This design comes from an exercise in tuning for small area, a short achievable clock period and few clock cycles per item on the open sky130 flow, not from production work.
Where RTL was checked, it was by simulation tests only, not by an equivalence proof against the original.
No activity file was given, so power comes from the tool's default toggle rates.

== build 80 ==
// ad5934_freq_encoder
module ad5934_freq_encoder (
    input  wire        clk,
    input  wire        rst,         
    input  wire        in_valid,
    output wire        in_ready,
    input  wire [31:0] in_freq,
    input  wire [31:0] in_fclk,
    output reg         out_valid,
    output wire [23:0] out_code,
    output wire        out_err
);
Size in the first run: about 390 cells after synthesis, ~94 I/O pins, ~0.0039 mm^2 of cells after synthesis.
Settings: LEC_CHECK=0, CAP_MARGIN=20, CORE_MARGIN=2, CORE_UTILIZATION=40, CTS_BUF_LIST=sky130_fd_sc_hd__clkbuf_4 sky130_fd_sc_hd__clkbuf_8, PLACE_DENSITY=0.6, SETUP_SLACK_MARGIN=1.8, SLEW_MARGIN=20; clock period 5.0 ns.
standard.sh (not shown) runs the stock make flow with config.mk's settings and CLKGATE_MAP_FILE= SYNTH_SCRIPT=/design/flow/synth_recipe.tcl, a recipe that flattens the netlist after the stock synthesis.
==> flow/flow/run.sh <==
#!/bin/bash
# The standard layout (the standard.sh: standard synthesis, floorplan,
# placement, CTS, routing), with two changes:
# - the port buffers that placement inserts on every input and output are
#   plain sky130 buffers instead of the default delay-buffer cell;
# - after global routing, ORFS's power recovery downsizes gates on paths
#   with positive slack (RECOVER_POWER percent of them).
# Each tool's output is kept in its own log here.
set -euo pipefail
export BUFFER_PORTS_ARGS="-buffer_cell sky130_fd_sc_hd__buf_1"
export RECOVER_POWER=50
bash standard.sh > standard_make.log 2>&1
Build 80: all stages complete, timing, DRC and antenna checks passed
Testbench counts of build 80, summed over its fixed seeds: cycles 46,148, items 2,048.
--- input diff build 80..build 84 ---
- swapping 40 for 55 in CORE_UTILIZATION
- swapping 0.6 for 0.7 in PLACE_DENSITY
-- flow/flow/run.sh --
<<< build 80, line 6
# - after global routing, ORFS's power recovery downsizes gates on paths
#   with positive slack (RECOVER_POWER percent of them).
>>> build 84, line 6
# - clock tree synthesis without dummy loads.
<<< build 80, line 11
export RECOVER_POWER=50
>>> build 84, line 10
export CTS_ARGS="-sink_clustering_enable -repair_clock_nets -buf_list {sky130_fd_sc_hd__clkbuf_4 sky130_fd_sc_hd__clkbuf_8} -dont_use_dummy_load"
Notes after the runs:
Build 84 | stages: all done | timing, DRC, antenna: all pass
Between build 84 and build 80, it is build 84 whose fraction of final layout cells sized beyond drive strength 1 is lower, by 0.27 points.
Diff build 80 -> build 84 | net switching power | decrease of 3.3%
Relative to build 80, relative area of clock buffers and inverters in the final design decreased by 1.5 points in build 84.
Detailed placement HPWL ends up higher on build 80.
On register-to-register setup slack, the higher figure sits with build 84, not build 80.
On utilization: between build 84 and build 80, it ends up higher for build 84.
Build 84 against build 80: routed wire length on met3 went down by 25%, combinational power was more or less identical, slack of the critical path went up by 0.58 ns, delay contributed by the slowest stage of the critical path went down by 0.43 ns, total power density per cell area went down by 11 mW/mm^2.
Input-level comparison between build 1 and build 84:
- SETUP_SLACK_MARGIN now 2.2, was 1.8
- CORE_UTILIZATION now 40, was 55
- PLACE_DENSITY now 0.6, was 0.7
==> flow/flow/run.sh <==
#!/bin/bash
# The standard layout (the standard.sh: standard synthesis, floorplan,
# placement, CTS, routing), with the port buffers that placement inserts on
# every input and output made plain sky130 buffers instead of the default
# delay-buffer cell. Each tool's output is kept in its own log here.
set -euo pipefail
export BUFFER_PORTS_ARGS="-buffer_cell sky130_fd_sc_hd__buf_1"
bash standard.sh > standard_make.log 2>&1
Results
- Delta (build 1 minus build 84): total power of the final layout grew by about 24%, routed wire length saw an increase, clock slew seen by the registers of the worst setup and hold paths held.
The inputs of build 6 differ from those of build 1 as listed below.
- ABC_CLOCK_PERIOD_IN_PS now 2500, previously not set
- SETUP_SLACK_MARGIN now 1.5, was 2.2
==> notes.md <==
- On share of the cycle needed by the critical path after routing, the lower figure sits with build 1, not build 6.
- Comparing build 1 and build 6, the higher utilization after layout was measured on build 1.
- Via count of the routed design (lower): build 6
- Build 6 — global-route usage 2.2 points lower, build 1 as reference
- The sequential share of layout area of build 6 exceeds that of build 1 by 3.4 points.
- When the final numbers for build 1 and build 6 were put side by side, the clock share of power turned out to be smaller in build 1.
- Build 6 gives less placed wire-length estimate than build 1 did.
- Compared with build 1, in build 6 post-route non-filler standard cell count moved down; cell leakage power decreased 0.21 nW; post-layout minimum cycle time went up by 0.35 ns.
--- input diff build 6..build 12 ---
- clearing ABC_CLOCK_PERIOD_IN_PS, which used to be 2500
- swapping 1.5 for 1.8 in SETUP_SLACK_MARGIN
==> flow/flow/run.sh <==
#!/bin/bash
# The standard layout (the standard.sh: standard synthesis, floorplan,
# placement, CTS, routing), with two changes:
# - the port buffers that placement inserts on every input and output are
#   plain sky130 buffers instead of the default delay-buffer cell;
# - after global routing, ORFS's power recovery downsizes gates on paths
#   with positive slack (RECOVER_POWER percent of them).
# Each tool's output is kept in its own log here.
set -euo pipefail
export BUFFER_PORTS_ARGS="-buffer_cell sky130_fd_sc_hd__buf_1"
export RECOVER_POWER=100
bash standard.sh > standard_make.log 2>&1
==> notes.md <==
Diff build 6..build 12 | via density per instance | negligible. Build 12 -> build 6: sequential-to-total area share from yosys stat delta 0, exact match. Layout filler cell count: build 6 vs build 12, no meaningful difference. [compare] base=build 6 new=build 12: number of max-cap violations did not really move; worst setup slack went down; maximum achievable frequency went down; count of routing violations after the opening detailed-route iteration went down; shortest clock period the worst path allows after layout went up. Non-clock buffer total of the final layout (build 12 vs. build 6) increases by a few percent. Any difference in design area between build 6 and build 12 is small enough to ignore.

========
== old ==
ad5934_freq_encoder, a different RTL version from the one above (not shown whole).
Size: ~4600 sq um of cells after synthesis.
## ad5934_freq_encoder
module ad5934_freq_encoder (
    input  wire        clk,
    input  wire        rst,         
    input  wire        in_valid,
    output wire        in_ready,
    input  wire [31:0] in_freq,
    input  wire [31:0] in_fclk,
    output reg         out_valid,
    output wire [23:0] out_code,
    output wire        out_err
);
Settings: LEC_CHECK=0, ABC_CLOCK_PERIOD_IN_PS=2500, CAP_MARGIN=20, CORE_MARGIN=2, CORE_UTILIZATION=40, PLACE_DENSITY=0.6, SLEW_MARGIN=20; clock period 5.0 ns.
run.sh (not shown) runs the stock make flow with config.mk's settings and CLKGATE_MAP_FILE= SYNTH_SCRIPT=/design/flow/synth_recipe.tcl, a recipe that flattens the netlist after the stock synthesis.
Stock flow here: none of the scripts above is used.
## Diff of input files: new against old
- removing ABC_CLOCK_PERIOD_IN_PS (formerly 2500)
### Flow results
- For worst slack after detailed placement, new and old come out practically identical.
- Final design area excluding fillers came out exactly the same in new and old.
- There was hardly any difference in area of placed instances between new and old.
- Between new and old, the difference in sum of buffers and inverters on the critical path is negligible.
- Reported for new and old, cell depth of the worst setup path turned out identical to the last digit.
- new -> old: number of max-cap violations delta 0, exact match
- Comparing old against new, there is no change at all in fraction of area in clock buffers and inverters.
- Comparing new with old, the netlist area before placement came out essentially unchanged.
- Reported for new and old, wire length turned out identical to the last digit.
- Comparing old against new, there is no change at all in power.
Function was not checked in any run of this note: the RTL went through the layout flow alone.

========
The RTL this note starts from:
==> flow/design.v <==
module ad5934_freq_encoder (
    input  wire        clk,
    input  wire        rst,         
    input  wire        in_valid,
    output wire        in_ready,
    input  wire [31:0] in_freq,
    input  wire [31:0] in_fclk,
    output reg         out_valid,
    output wire [23:0] out_code,
    output wire        out_err
);
    reg         busy;        
    reg  [4:0]  cnt;         
    reg         err;         
    reg  [32:0] rem;         
    reg  [23:0] qs;          
    assign in_ready = busy && (err || cnt == 5'd24);
    assign out_code = err ? 24'd0 : qs;
    assign out_err  = err;
    wire [32:0] a    = busy ? {rem[31:0], qs[23]}
                            : {1'b0, in_freq[24:0], in_fclk[31:25]};
    wire        sub  = ~busy | ~rem[32];
    wire [32:0] b    = {33{sub}} ^ {1'b0, in_fclk};
    wire [32:0] p0   = a ^ b;
    wire [32:0] g0   = (a & b) | {32'd0, p0[0] & sub};
    wire [32:0] gl [0:6];
    wire [32:0] pl [0:6];
    assign gl[0] = g0;
    assign pl[0] = p0;
    genvar l, i;
    generate
        for (l = 0; l < 6; l = l + 1) begin : lvl
            for (i = 0; i < 33; i = i + 1) begin : bitl
                if ((i >> l) & 1) begin : comb
                    localparam integer J = ((i >> l) << l) - 1;
                    assign gl[l+1][i] = gl[l][i] | (pl[l][i] & gl[l][J]);
                    assign pl[l+1][i] = pl[l][i] & pl[l][J];
                end else begin : pass
                    assign gl[l+1][i] = gl[l][i];
                    assign pl[l+1][i] = pl[l][i];
                end
            end
        end
    endgenerate
    wire [32:0] sum  = p0 ^ {gl[6][31:0], sub};
    wire        qbit = ~sum[32];
    always @(posedge clk) begin
        rem <= sum;
        if (!busy) begin
            qs  <= in_fclk[24:1];
            err <= (|in_freq[31:25]) | qbit;
            cnt <= 5'd1;
        end else begin
            qs  <= {qs[22:0], qbit};
            cnt <= cnt + 5'd1;
        end
        if (rst) begin
            busy      <= 1'b0;
            out_valid <= 1'b0;
        end else begin
            out_valid <= in_ready && in_valid;
            if (!busy)
                busy <= in_valid;
            else if (in_ready && in_valid)
                busy <= 1'b0;
        end
    end
endmodule
clock: 5.0 ns
lec_check: 0
cap_margin: 20
core_margin: 2
core_utilization: 40
cts_buf_list: sky130_fd_sc_hd__clkbuf_4 sky130_fd_sc_hd__clkbuf_8
place_density: 0.6
setup_slack_margin: 1.7
slew_margin: 20
standard.sh (not shown) runs the stock make flow with config.mk's settings and CLKGATE_MAP_FILE= SYNTH_SCRIPT=/design/flow/synth_recipe.tcl, a recipe that flattens the netlist after the stock synthesis.
==> flow/flow/run.sh <==
#!/bin/bash
# The standard layout (the standard.sh: standard synthesis, floorplan,
# placement, CTS, routing), with the port buffers that placement inserts on
# every input and output made plain sky130 buffers instead of the default
# delay-buffer cell. Each tool's output is kept in its own log here.
set -euo pipefail
export BUFFER_PORTS_ARGS="-buffer_cell sky130_fd_sc_hd__buf_1"
bash standard.sh > standard_make.log 2>&1
The baseline went through all stages and came out clean.
Testbench counts at the start, summed over its fixed seeds: cycles 46,148, items 2,048.
Rerun with:
==> flow/flow/run.sh (replaced) <==
#!/bin/bash
# The standard layout (the standard.sh: standard synthesis, floorplan,
# placement, CTS, routing), with two changes:
# - the port buffers that placement inserts on every input and output are
#   plain sky130 buffers instead of the default delay-buffer cell;
# - clock tree synthesis without dummy loads, sinks clustered in groups of up to 24.
# Each tool's output is kept in its own log here.
set -euo pipefail
export BUFFER_PORTS_ARGS="-buffer_cell sky130_fd_sc_hd__buf_1"
export CTS_ARGS="-sink_clustering_enable -repair_clock_nets -buf_list {sky130_fd_sc_hd__clkbuf_4 sky130_fd_sc_hd__clkbuf_8} -dont_use_dummy_load -sink_clustering_size 24 -sink_clustering_max_diameter 150 -sink_clustering_levels 1"
bash standard.sh > standard_make.log 2>&1
SETUP_SLACK_MARGIN = 1.8   (was 1.7)
Result: Area after synthesis is unchanged. Global-route usage hardly moves. Via count shrinks slightly. Sequential power hardly moves. Core utilization shrinks by 0.45 points. Design area shrinks slightly. Clock skew grows by 19 ps. Die area does not change.
Rerun with:
==> flow/flow/run.sh (replaced) <==
#!/bin/bash
# The standard layout (the standard.sh: standard synthesis, floorplan,
# placement, CTS, routing), with the port buffers that placement inserts on
# every input and output made plain sky130 buffers instead of the default
# delay-buffer cell. Each tool's output is kept in its own log here.
set -euo pipefail
export BUFFER_PORTS_ARGS="-buffer_cell sky130_fd_sc_hd__buf_1"
bash standard.sh > standard_make.log 2>&1
SETUP_SLACK_MARGIN = 2.0   (was 1.8)
- The new run ran to the end with no violations
- area after synthesis is unchanged
- wire length rose by 12%
- via count grows by 4.0%
- cell count increases by about 2.3%
- utilization came out higher by 2.6 points
- sequential share of layout area falls by 1.5 points
- global-route usage rises by 0.88 points
- setup slack improves by 52 ps
- clock skew shrinks by 20 ps
Rerun with:
==> flow/flow/run.sh (replaced) <==
#!/bin/bash
# The standard layout (the standard.sh: standard synthesis, floorplan,
# placement, CTS, routing), with two changes:
# - the port buffers that placement inserts on every input and output are
#   plain sky130 buffers instead of the default delay-buffer cell;
# - clock tree synthesis without dummy loads.
# Each tool's output is kept in its own log here.
set -euo pipefail
export BUFFER_PORTS_ARGS="-buffer_cell sky130_fd_sc_hd__buf_1"
export CTS_ARGS="-sink_clustering_enable -repair_clock_nets -buf_list {sky130_fd_sc_hd__clkbuf_4 sky130_fd_sc_hd__clkbuf_8} -dont_use_dummy_load"
bash standard.sh > standard_make.log 2>&1
GPL_TIMING_DRIVEN = 0   (was not set)
SETUP_SLACK_MARGIN = 1.8   (was 2.0)
What happened:
- The changed run produced a clean layout
- setup slack degrades by 91 ps
- final cell count shrinks by 1.3%
- design area decreases by about 4%
- global-route usage drops by 0.33 points

-- separate check: timing with driven ports --
How much do the figures lean on ideal ports? The routed layouts below were timed once more, with nothing changed but the port constraints. Step 1 (the two cells are an assumption about what drives the block):
set clk [get_ports {clk}]
set_driving_cell -lib_cell sky130_fd_sc_hd__clkbuf_16 $clk
set_driving_cell -lib_cell sky130_fd_sc_hd__buf_2 [delete_from_list [all_inputs] $clk]
Step 2 times the ports against the registers' clock, not the clock port: input delays grow and output delays shrink by t, the midpoint of the rising clock arrivals with the driver on. Slacks: ideal / step 1 / step 2; pairs: ideal / step 1.
run | t (ns) | setup slack, ns | worst setup path at the end | slew at the worst register clock pin (ns)
build 80 | 0.371 | 1.319 / 1.319 / 1.319 | register to register | 0.08 / 0.08
build 84 | 0.365 | 1.897 / 1.904 / 1.539 | input to register | 0.07 / 0.07
build 1 | 0.375 | 2.086 / 2.067 / 1.692 | input to register | 0.08 / 0.08
build 6 | 0.371 | 1.739 / 1.739 / 1.489 | input to register | 0.08 / 0.08
build 12 | 0.372 | 1.265 / 1.265 / 1.265 | register to register | 0.08 / 0.08
old | 0.362 | 0.628 / 0.639 / 0.277 | input to register | 0.06 / 0.06
new | 0.362 | 0.628 / 0.639 / 0.277 | input to register | 0.06 / 0.06
the first run of note 3 | 0.372 | 1.932 / 1.932 / 1.588 | input to register | 0.08 / 0.08
the second run of note 3 | 0.361 | 1.988 / 1.996 / 1.634 | input to register | 0.08 / 0.08
the third run of note 3 | 0.373 | 2.041 / 2.038 / 1.665 | input to register | 0.08 / 0.08
the fourth run of note 3 | 0.371 | 1.949 / 1.949 / 1.589 | input to register | 0.08 / 0.08
After both steps every run listed still meets setup and hold. For build 1, which loses most, drivers alone change the setup slack by -0.019 ns; drivers and shift together by -0.394 ns.
